Source: an optimization exercise on an open RTL-to-GDS flow (aim: small area, a short achievable clock period and few clock cycles). Production flows keep margins and buffers that such runs may drop. RTL that was checked went through simulation tests only; none was proved equivalent to the original. Power is estimated from default activity; no workload was simulated.

==> flow/design.v <==
module vhil_gateway (
    input  wire        clk,
    input  wire        rst,             
    input  wire        rx_valid,
    input  wire [7:0]  rx_data,
    input  wire        rx_eos,
    input  wire        rx_err,
    output wire        rx_ready,
    output wire        tx_valid,
    input  wire        tx_ready,
    output wire [7:0]  tx_data,
    output wire        tx_last,
    output wire        ev_valid,
    output wire [2:0]  ev_kind,
    output wire [15:0] ev_voltage_mv,
    output wire [7:0]  ev_temp_c,
    output wire [1:0]  halt_cause
);
    localparam [7:0] SYNC = 8'hAA;
    reg [1:0] halt_q;       
    reg [2:0] cnt;          
    reg       rdy_q;        
    reg [7:0] d1, d2, d3;   
    reg [7:0] acc;          
    reg       low_q;        
    reg       pend;         
    reg       tx_valid_q;
    reg [3:0] tx_idx;       
    reg [7:0] tx_data_q;
    reg       tx_last_q;
    reg       ev_valid_q;
    reg [1:0] ev_k;         
    assign rx_ready = rdy_q;
    wire c0 = (cnt == 3'd0);
    wire c1 = (cnt == 3'd1);
    wire c2 = (cnt == 3'd2);
    wire c3 = (cnt == 3'd3);
    wire c4 = (cnt == 3'd4);
    wire rx_fire = rdy_q && (rx_valid || rx_eos || rx_err);
    wire ev_term = rdy_q && (rx_err || rx_eos);
    wire ev_byte = rx_fire && !rx_err && !rx_eos;
    wire is_sync = (rx_data == SYNC);
    function [7:0] add8(input [7:0] a, input [7:0] b);
        reg [7:0] g0, p0, g1, p1, g2, p2, g3;
        integer i;
        begin
            g0 = a & b;
            p0 = a ^ b;
            for (i = 0; i < 8; i = i + 1) begin
                g1[i] = (i >= 1) ? g0[i] | (p0[i] & g0[i-1]) : g0[i];
                p1[i] = (i >= 1) ? p0[i] & p0[i-1] : p0[i];
            end
            for (i = 0; i < 8; i = i + 1) begin
                g2[i] = (i >= 2) ? g1[i] | (p1[i] & g1[i-2]) : g1[i];
                p2[i] = (i >= 2) ? p1[i] & p1[i-2] : p1[i];
            end
            for (i = 0; i < 8; i = i + 1)
                g3[i] = (i >= 4) ? g2[i] | (p2[i] & g2[i-4]) : g2[i];
            add8 = p0 ^ {g3[6:0], 1'b0};
        end
    endfunction
    wire       sum_ok = (rx_data == acc);
    wire win_end = ev_byte && c4;
    wire win_ok  = win_end && sum_ok;
    wire hot   = d3[7] | d3[6] | (&d3[5:2] & (d3[1] | d3[0]));
    wire lo_hi = ~|d1[7:4] & ~(d1[3] & d1[2]);                
    wire lo_lo = ~|d2[7:5] & ~(d2[4] & d2[3] & d2[2]);         
    wire low_v = lo_hi | ((d1 == 8'h0C) & lo_lo);
    wire [1:0] status = {hot, ~hot & low_q};
    wire       adv     = tx_valid_q && tx_ready;
    wire       tx_done = adv && tx_last_q;
    wire       busy_n  = tx_valid_q && !tx_done;       
    wire       pend_n  = (win_ok || pend) && busy_n;
    wire       txv_n   = win_ok || pend || busy_n;
    wire       last_i  = tx_idx[3] & tx_idx[2];              
    wire [3:0] idx_inc = last_i ? 4'd0 : tx_idx + 4'd1;
    wire [8:4] lt_h = {~tx_idx[3],
                       ~tx_idx[3] & ~(tx_idx[2] & tx_idx[1] & tx_idx[0]),
                       ~tx_idx[3] & ~(tx_idx[2] & tx_idx[1]),
                       ~tx_idx[3] & ~(tx_idx[2] & (tx_idx[1] | tx_idx[0])),
                       ~tx_idx[3] & ~tx_idx[2]};
    wire [3:0] idx_n   = !tx_valid_q ? 4'd0 : (adv ? idx_inc : tx_idx);
    reg [7:0] next_byte;
    always @(*) begin
        case (tx_idx)
            4'd1:    next_byte = 8'h01;
            4'd3:    next_byte = 8'h08;
            4'd4:    next_byte = d1;
            4'd5:    next_byte = d2;
            4'd6:    next_byte = d3;
            4'd7:    next_byte = {6'd0, status};
            default: next_byte = 8'h00;
        endcase
    end
    wire [4:1] free_n;
    genvar k;
    generate
        for (k = 1; k <= 4; k = k + 1) begin : g_free
            assign free_n[k] = !pend && !(tx_valid_q && lt_h[k == 3 ? 8 : k + 4]);
        end
    endgenerate
    wire rdy_take = c0 ? (!is_sync || free_n[1]) :
                    c1 ? free_n[2] :
                    c2 ? free_n[3] :
                    c3 ? free_n[4] : 1'b1;
    wire rdy_keep = c1 ? free_n[1] :
                    c2 ? free_n[2] :
                    c3 ? free_n[3] :
                    c4 ? free_n[4] : 1'b1;
    wire rdy_n = (halt_q == 2'd0) && !ev_term && (rx_fire ? rdy_take : rdy_keep);
    always @(posedge clk) begin
        if (rdy_q && c1) d1 <= rx_data;
        if (rdy_q && c2) d2 <= rx_data;
        if (rdy_q && c3) d3 <= rx_data;
        if (rdy_q && c4) low_q <= low_v;
        if (c0)
            acc <= SYNC;
        else if (rdy_q && rx_valid && !c4)
            acc <= add8(acc, rx_data);
        if (!tx_valid_q || tx_ready) begin
            tx_data_q <= next_byte;
            tx_last_q <= (tx_idx == 4'd11);
        end
        tx_idx <= idx_n;
        ev_k   <= {(win_end && !sum_ok) || (ev_term && !rx_err),
                   win_ok || (ev_term && !rx_err)};
        if (rst) begin
            halt_q     <= 2'd0;
            cnt        <= 3'd0;
            rdy_q      <= 1'b1;
            pend       <= 1'b0;
            tx_valid_q <= 1'b0;
            ev_valid_q <= 1'b0;
        end else begin
            if (ev_term) begin
                halt_q <= rx_err ? 2'd2 : 2'd1;
                cnt    <= 3'd0;
            end else if (ev_byte) begin
                if (c0)
                    cnt <= is_sync ? 3'd1 : 3'd0;
                else if (c4)
                    cnt <= 3'd0;
                else
                    cnt <= {c3, c1 | c2, c2};
            end
            rdy_q      <= rdy_n;
            pend       <= pend_n;
            tx_valid_q <= txv_n;
            ev_valid_q <= ev_term || win_end;
        end
    end
    assign tx_valid      = tx_valid_q;
    assign tx_data       = tx_data_q;
    assign tx_last       = tx_last_q;
    assign ev_valid      = ev_valid_q;
    assign ev_kind       = {halt_q[1], ev_k};
    assign ev_voltage_mv = {d1, d2};
    assign ev_temp_c     = d3;
    assign halt_cause    = halt_q;
endmodule
clock: 5.0 ns
lec_check: 0
abc_area: 1
cap_margin: 20
core_area: 5 5 105 105
die_area: 0 0 110 110
setup_slack_margin: 3.0
slew_margin: 20
standard.sh (not shown) runs the stock make flow with config.mk's settings and CLKGATE_MAP_FILE= SYNTH_SCRIPT=/design/flow/synth_recipe.tcl, a recipe that flattens the netlist after the stock synthesis.
==> flow/flow/run.sh <==
#!/bin/bash
# Standard ORFS layout (the standard.sh), with the port buffers made
# from sky130_fd_sc_hd__buf_1 instead of the default delay buffer.
set -euo pipefail
export BUFFER_PORTS_ARGS="-buffer_cell sky130_fd_sc_hd__buf_1"
bash standard.sh > standard.log 2>&1
Change:
--- a/flow/design.v
+++ b/flow/design.v
@@ -19,13 +19,13 @@
     localparam [7:0] SYNC = 8'hAA;
     reg [1:0] halt_q;       
     reg [2:0] cnt;          
     reg       rdy_q;        
     reg [7:0] d1, d2, d3;   
     reg [7:0] acc;          
-    reg       low_q;        
+    reg [1:0] stat_q;       
     reg       pend;         
     reg       tx_valid_q;
     reg [3:0] tx_idx;       
     reg [7:0] tx_data_q;
     reg       tx_last_q;
     reg       ev_valid_q;
@@ -63,13 +63,13 @@
     wire win_end = ev_byte && c4;
     wire win_ok  = win_end && sum_ok;
     wire hot   = d3[7] | d3[6] | (&d3[5:2] & (d3[1] | d3[0]));
     wire lo_hi = ~|d1[7:4] & ~(d1[3] & d1[2]);                
     wire lo_lo = ~|d2[7:5] & ~(d2[4] & d2[3] & d2[2]);         
     wire low_v = lo_hi | ((d1 == 8'h0C) & lo_lo);
-    wire [1:0] status = {hot, ~hot & low_q};
+    wire [1:0] status = {hot, ~hot & low_v};
     wire       adv     = tx_valid_q && tx_ready;
     wire       tx_done = adv && tx_last_q;
     wire       busy_n  = tx_valid_q && !tx_done;       
     wire       pend_n  = (win_ok || pend) && busy_n;
     wire       txv_n   = win_ok || pend || busy_n;
     wire       last_i  = tx_idx[3] & tx_idx[2];              
@@ -85,21 +85,21 @@
         case (tx_idx)
             4'd1:    next_byte = 8'h01;
             4'd3:    next_byte = 8'h08;
             4'd4:    next_byte = d1;
             4'd5:    next_byte = d2;
             4'd6:    next_byte = d3;
-            4'd7:    next_byte = {6'd0, status};
+            4'd7:    next_byte = {6'd0, stat_q};
             default: next_byte = 8'h00;
         endcase
     end
     wire [4:1] free_n;
     genvar k;
     generate
         for (k = 1; k <= 4; k = k + 1) begin : g_free
-            assign free_n[k] = !pend && !(tx_valid_q && lt_h[k == 3 ? 8 : k + 4]);
+            assign free_n[k] = !pend && !(tx_valid_q && lt_h[k + 4]);
         end
     endgenerate
     wire rdy_take = c0 ? (!is_sync || free_n[1]) :
                     c1 ? free_n[2] :
                     c2 ? free_n[3] :
                     c3 ? free_n[4] : 1'b1;
@@ -109,13 +109,13 @@
                     c4 ? free_n[4] : 1'b1;
     wire rdy_n = (halt_q == 2'd0) && !ev_term && (rx_fire ? rdy_take : rdy_keep);
     always @(posedge clk) begin
         if (rdy_q && c1) d1 <= rx_data;
         if (rdy_q && c2) d2 <= rx_data;
         if (rdy_q && c3) d3 <= rx_data;
-        if (rdy_q && c4) low_q <= low_v;
+        if (rdy_q && c4) stat_q <= status;
         if (c0)
             acc <= SYNC;
         else if (rdy_q && rx_valid && !c4)
             acc <= add8(acc, rx_data);
         if (!tx_valid_q || tx_ready) begin
             tx_data_q <= next_byte;
The changed run ran to the end with no violations.
Register-to-register slack gets worse by 0.07 ns.
Core utilization goes up by 0.37 points.
Die area stays the same.
Clock skew stays flat.
Worst setup slack gets better by 0.014 ns.
Design area goes up by 1.1%.
Non-clock buffer count is unchanged.
Via count goes down by 0.91%.
Routed wire length goes up by 1.4%.
Combinational power goes down by about 0.9%.
Testbench counts after the change, summed over its fixed seeds: cycles 29,374.
For the first run of this note, only the layout was checked, not whether the RTL still works.

========
cedar:
Another version of the RTL of vhil_gateway (not shown whole).
For scale: about 50 flip-flops, roughly 55 I/O pins.
// vhil_gateway
module vhil_gateway (
    input  wire        clk,
    input  wire        rst,             
    input  wire        rx_valid,
    input  wire [7:0]  rx_data,
    input  wire        rx_eos,
    input  wire        rx_err,
    output wire        rx_ready,
    output wire        tx_valid,
    input  wire        tx_ready,
    output wire [7:0]  tx_data,
    output wire        tx_last,
    output wire        ev_valid,
    output wire [2:0]  ev_kind,
    output wire [15:0] ev_voltage_mv,
    output wire [7:0]  ev_temp_c,
    output wire [1:0]  halt_cause
);
==> module vhil_gateway, before the edit <==
module vhil_gateway (
    input  wire        clk,
    input  wire        rst,             
    input  wire        rx_valid,
    input  wire [7:0]  rx_data,
    input  wire        rx_eos,
    input  wire        rx_err,
    output wire        rx_ready,
    output wire        tx_valid,
    input  wire        tx_ready,
    output wire [7:0]  tx_data,
    output wire        tx_last,
    output wire        ev_valid,
    output wire [2:0]  ev_kind,
    output wire [15:0] ev_voltage_mv,
    output wire [7:0]  ev_temp_c,
    output wire [1:0]  halt_cause
);
    localparam [7:0] SYNC = 8'hAA;
    reg [1:0] halt_q;       
    reg [2:0] cnt;          
    reg       rdy_q;        
    reg [7:0] d1, d2, d3;   
    reg [1:0] stat_q;       
    reg       pend;         
    reg       tx_valid_q;
    reg [3:0] tx_idx;       
    reg [7:0] tx_data_q;
    reg       tx_last_q;
    reg       ev_valid_q;
    reg [1:0] ev_k;         
    assign rx_ready = rdy_q;
    wire c0 = (cnt == 3'd0);
    wire c1 = (cnt == 3'd1);
    wire c2 = (cnt == 3'd2);
    wire c3 = (cnt == 3'd3);
    wire c4 = (cnt == 3'd4);
    wire rx_fire = rdy_q && (rx_valid || rx_eos || rx_err);
    wire ev_term = rdy_q && (rx_err || rx_eos);
    wire ev_byte = rx_fire && !rx_err && !rx_eos;
    wire is_sync = (rx_data == SYNC);
    wire [7:0] s1 = d1 ^ d2 ^ SYNC;
    wire [7:0] k1 = (d1 & d2) | (d1 & SYNC) | (d2 & SYNC);
    wire [7:0] x  = s1 ^ {k1[6:0], 1'b0} ^ d3;
    wire [7:0] y  = {(s1[6:0] & {k1[5:0], 1'b0}) | (s1[6:0] & d3[6:0]) |
                     ({k1[5:0], 1'b0} & d3[6:0]), 1'b0};
    wire [7:0] need_c = x ^ y ^ rx_data;
    wire [7:0] give_c = {(x[6:0] & y[6:0]) | ((x[6:0] | y[6:0]) & ~rx_data[6:0]), 1'b0};
    wire       sum_ok = (need_c == give_c);
    wire win_end = ev_byte && c4;
    wire win_ok  = win_end && sum_ok;
    wire hot   = d3[7] | d3[6] | (&d3[5:2] & (d3[1] | d3[0]));
    wire lo_hi = ~|d1[7:4] & ~(d1[3] & d1[2]);                
    wire lo_lo = ~|d2[7:5] & ~(d2[4] & d2[3] & d2[2]);         
    wire low_v = lo_hi | ((d1 == 8'h0C) & lo_lo);
    wire [1:0] status = {hot, ~hot & low_v};
    wire       adv     = tx_valid_q && tx_ready;
    wire       tx_done = adv && tx_last_q;
    wire       busy_n  = tx_valid_q && !tx_done;       
    wire       pend_n  = (win_ok || pend) && busy_n;
    wire       txv_n   = win_ok || pend || busy_n;
    wire       last_i  = tx_idx[3] & tx_idx[2];              
    wire [3:0] idx_inc = last_i ? 4'd0 : tx_idx + 4'd1;
    wire [8:4] lt_h = {~tx_idx[3],
                       ~tx_idx[3] & ~(tx_idx[2] & tx_idx[1] & tx_idx[0]),
                       ~tx_idx[3] & ~(tx_idx[2] & tx_idx[1]),
                       ~tx_idx[3] & ~(tx_idx[2] & (tx_idx[1] | tx_idx[0])),
                       ~tx_idx[3] & ~tx_idx[2]};
    wire [3:0] idx_n   = !tx_valid_q ? 4'd0 : (adv ? idx_inc : tx_idx);
    reg [7:0] next_byte;
    always @(*) begin
        case (tx_idx)
            4'd1:    next_byte = 8'h01;
            4'd3:    next_byte = 8'h08;
            4'd4:    next_byte = d1;
            4'd5:    next_byte = d2;
            4'd6:    next_byte = d3;
            4'd7:    next_byte = {6'd0, stat_q};
            default: next_byte = 8'h00;
        endcase
    end
    wire [4:1] free_n;
    genvar k;
    generate
        for (k = 1; k <= 4; k = k + 1) begin : g_free
            assign free_n[k] = !pend && !(tx_valid_q && lt_h[k + 4]);
        end
    endgenerate
    wire rdy_take = c0 ? (!is_sync || free_n[1]) :
                    c1 ? free_n[2] :
                    c2 ? free_n[3] :
                    c3 ? free_n[4] : 1'b1;
    wire rdy_keep = c1 ? free_n[1] :
                    c2 ? free_n[2] :
                    c3 ? free_n[3] :
                    c4 ? free_n[4] : 1'b1;
    wire rdy_n = (halt_q == 2'd0) && !ev_term && (rx_fire ? rdy_take : rdy_keep);
    always @(posedge clk) begin
        if (rdy_q && c1) d1 <= rx_data;
        if (rdy_q && c2) d2 <= rx_data;
        if (rdy_q && c3) d3 <= rx_data;
        if (rdy_q && c4) stat_q <= status;
        if (!tx_valid_q || tx_ready) begin
            tx_data_q <= next_byte;
            tx_last_q <= (tx_idx == 4'd11);
        end
        tx_idx <= idx_n;
        ev_k   <= {(win_end && !sum_ok) || (ev_term && !rx_err),
                   win_ok || (ev_term && !rx_err)};
        if (rst) begin
            halt_q     <= 2'd0;
            cnt        <= 3'd0;
            rdy_q      <= 1'b1;
            pend       <= 1'b0;
            tx_valid_q <= 1'b0;
            ev_valid_q <= 1'b0;
        end else begin
            if (ev_term) begin
                halt_q <= rx_err ? 2'd2 : 2'd1;
                cnt    <= 3'd0;
            end else if (ev_byte) begin
                if (c0)
                    cnt <= is_sync ? 3'd1 : 3'd0;
                else if (c4)
                    cnt <= 3'd0;
                else
                    cnt <= {c3, c1 | c2, c2};
            end
            rdy_q      <= rdy_n;
            pend       <= pend_n;
            tx_valid_q <= txv_n;
            ev_valid_q <= ev_term || win_end;
        end
    end
    assign tx_valid      = tx_valid_q;
    assign tx_data       = tx_data_q;
    assign tx_last       = tx_last_q;
    assign ev_valid      = ev_valid_q;
    assign ev_kind       = {halt_q[1], ev_k};
    assign ev_voltage_mv = {d1, d2};
    assign ev_temp_c     = d3;
    assign halt_cause    = halt_q;
endmodule
==> flow/config.mk <==
export PLATFORM = sky130hd
export DESIGN_NAME = vhil_gateway
export DESIGN_NICKNAME = vhil_gateway
export VERILOG_FILES = /design/flow/design.v
export SDC_FILE = /design/flow/constraint.sdc
export NUM_CORES = 4
export LEC_CHECK = 0
export ABC_AREA = 1
export CAP_MARGIN = 20
export CORE_AREA = 5 5 105 105
export DIE_AREA = 0 0 110 110
export SETUP_SLACK_MARGIN = 3.0
export SLEW_MARGIN = 20
==> flow/constraint.sdc <==
create_clock -name core_clock -period 5.0 [get_ports {clk}]
set_input_delay 1.0000 -clock core_clock [delete_from_list [all_inputs] [get_ports {clk}]]
set_output_delay 1.0000 -clock core_clock [all_outputs]
set_load 0.01 [all_outputs]
Scripts as last shown in full above: flow/flow/run.sh
Edits applied to the flow inputs when going from cedar to yarrow:
--- a/flow/design.v
+++ b/flow/design.v
@@ -21,6 +21,7 @@
     reg [2:0] cnt;          
     reg       rdy_q;        
     reg [7:0] d1, d2, d3;   
+    reg [7:0] acc;          
     reg [1:0] stat_q;       
     reg       pend;         
     reg       tx_valid_q;
@@ -39,14 +40,26 @@
     wire ev_term = rdy_q && (rx_err || rx_eos);
     wire ev_byte = rx_fire && !rx_err && !rx_eos;
     wire is_sync = (rx_data == SYNC);
-    wire [7:0] s1 = d1 ^ d2 ^ SYNC;
-    wire [7:0] k1 = (d1 & d2) | (d1 & SYNC) | (d2 & SYNC);
-    wire [7:0] x  = s1 ^ {k1[6:0], 1'b0} ^ d3;
-    wire [7:0] y  = {(s1[6:0] & {k1[5:0], 1'b0}) | (s1[6:0] & d3[6:0]) |
-                     ({k1[5:0], 1'b0} & d3[6:0]), 1'b0};
-    wire [7:0] need_c = x ^ y ^ rx_data;
-    wire [7:0] give_c = {(x[6:0] & y[6:0]) | ((x[6:0] | y[6:0]) & ~rx_data[6:0]), 1'b0};
-    wire       sum_ok = (need_c == give_c);
+    function [7:0] add8(input [7:0] a, input [7:0] b);
+        reg [7:0] g0, p0, g1, p1, g2, p2, g3;
+        integer i;
+        begin
+            g0 = a & b;
+            p0 = a ^ b;
+            for (i = 0; i < 8; i = i + 1) begin
+                g1[i] = (i >= 1) ? g0[i] | (p0[i] & g0[i-1]) : g0[i];
+                p1[i] = (i >= 1) ? p0[i] & p0[i-1] : p0[i];
+            end
+            for (i = 0; i < 8; i = i + 1) begin
+                g2[i] = (i >= 2) ? g1[i] | (p1[i] & g1[i-2]) : g1[i];
+                p2[i] = (i >= 2) ? p1[i] & p1[i-2] : p1[i];
+            end
+            for (i = 0; i < 8; i = i + 1)
+                g3[i] = (i >= 4) ? g2[i] | (p2[i] & g2[i-4]) : g2[i];
+            add8 = p0 ^ {g3[6:0], 1'b0};
+        end
+    endfunction
+    wire       sum_ok = (rx_data == acc);
     wire win_end = ev_byte && c4;
     wire win_ok  = win_end && sum_ok;
     wire hot   = d3[7] | d3[6] | (&d3[5:2] & (d3[1] | d3[0]));
@@ -66,6 +79,7 @@
                        ~tx_idx[3] & ~(tx_idx[2] & tx_idx[1]),
                        ~tx_idx[3] & ~(tx_idx[2] & (tx_idx[1] | tx_idx[0])),
                        ~tx_idx[3] & ~tx_idx[2]};
+    wire [8:5] lt_a = lt_h[7:4] | {4{last_i}};
     wire [3:0] idx_n   = !tx_valid_q ? 4'd0 : (adv ? idx_inc : tx_idx);
     reg [7:0] next_byte;
     always @(*) begin
@@ -79,13 +93,19 @@
             default: next_byte = 8'h00;
         endcase
     end
-    wire [4:1] free_n;
+    wire       busy_a = tx_valid_q && !tx_last_q;
+    wire       busy_h = tx_valid_q;
+    wire [4:1] free_a, free_h;
     genvar k;
     generate
         for (k = 1; k <= 4; k = k + 1) begin : g_free
-            assign free_n[k] = !pend && !(tx_valid_q && lt_h[k + 4]);
+            assign free_a[k] = !(pend && busy_a) &&
+                               !((pend || busy_a) && (!tx_valid_q || lt_a[k + 4]));
+            assign free_h[k] = !(pend && busy_h) &&
+                               !((pend || busy_h) && (!tx_valid_q || lt_h[k + 4]));
         end
     endgenerate
+    wire [4:1] free_n = tx_ready ? free_a : free_h;
     wire rdy_take = c0 ? (!is_sync || free_n[1]) :
                     c1 ? free_n[2] :
                     c2 ? free_n[3] :
@@ -100,7 +120,14 @@
         if (rdy_q && c2) d2 <= rx_data;
         if (rdy_q && c3) d3 <= rx_data;
         if (rdy_q && c4) stat_q <= status;
-        if (!tx_valid_q || tx_ready) begin
+        if (c0)
+            acc <= SYNC;
+        else if (rdy_q && rx_valid && !c4)
+            acc <= add8(acc, rx_data);
+        if (!tx_valid_q) begin
+            tx_data_q <= 8'h00;
+            tx_last_q <= 1'b0;
+        end else if (tx_ready) begin
             tx_data_q <= next_byte;
             tx_last_q <= (tx_idx == 4'd11);
         end
[summary]
When yarrow is set beside cedar, its global-route usage turns out to be 0.44 points smaller.
Going from cedar to yarrow, sequential cell count shows an increase of 16%, final wirelength shrank by about 2.2%, routed metal-1 wirelength fell 33 microns.
In the tables for cedar and yarrow, fraction of cell area in non-clock buffers reads higher with cedar.
Against cedar, yarrow comes in 600 ps lower on post-layout minimum cycle time.
yarrow has completed all stages; timing, DRC and antenna checks passed.
In the metrics for cedar and yarrow, the one carrying the higher final non-filler cell total is yarrow.
Testbench counts of yarrow, summed over its fixed seeds: cycles 29,200.
The RTL of cedar was laid out without a check of its function.

what the ideal ports hide:
How much do the figures lean on ideal ports? The routed layouts below were timed once more, with nothing changed but the port constraints. Step 1: set_driving_cell puts a clkbuf_16 on clk and a buf_2 on each other input, an assumption about the parent block. Step 2 also shifts input and output timing later by t, the mid clock arrival at the registers, as if the neighbouring blocks saw the same clock. Three values: no drivers, after step 1, after step 2; two values: the first two.
| run | t (ns) | slack for setup (ns) | worst slew at a driven data input, ns |
|---|---|---|---|
| the first run of note 1 | 0.355 | 3.038 / 3.008 / 2.710 | 0.04 |
| the second run of note 1 | 0.355 | 3.051 / 3.021 / 2.720 | 0.04 |
| cedar | 0.327 | 2.378 / 2.378 / 2.352 | 0.04 |
| yarrow | 0.359 | 2.982 / 2.956 / 2.597 | 0.06 |
After both steps every run listed still meets setup and hold. The setup slack of yarrow, which loses most, moves by -0.026 ns with the drivers and by -0.385 ns with both steps.
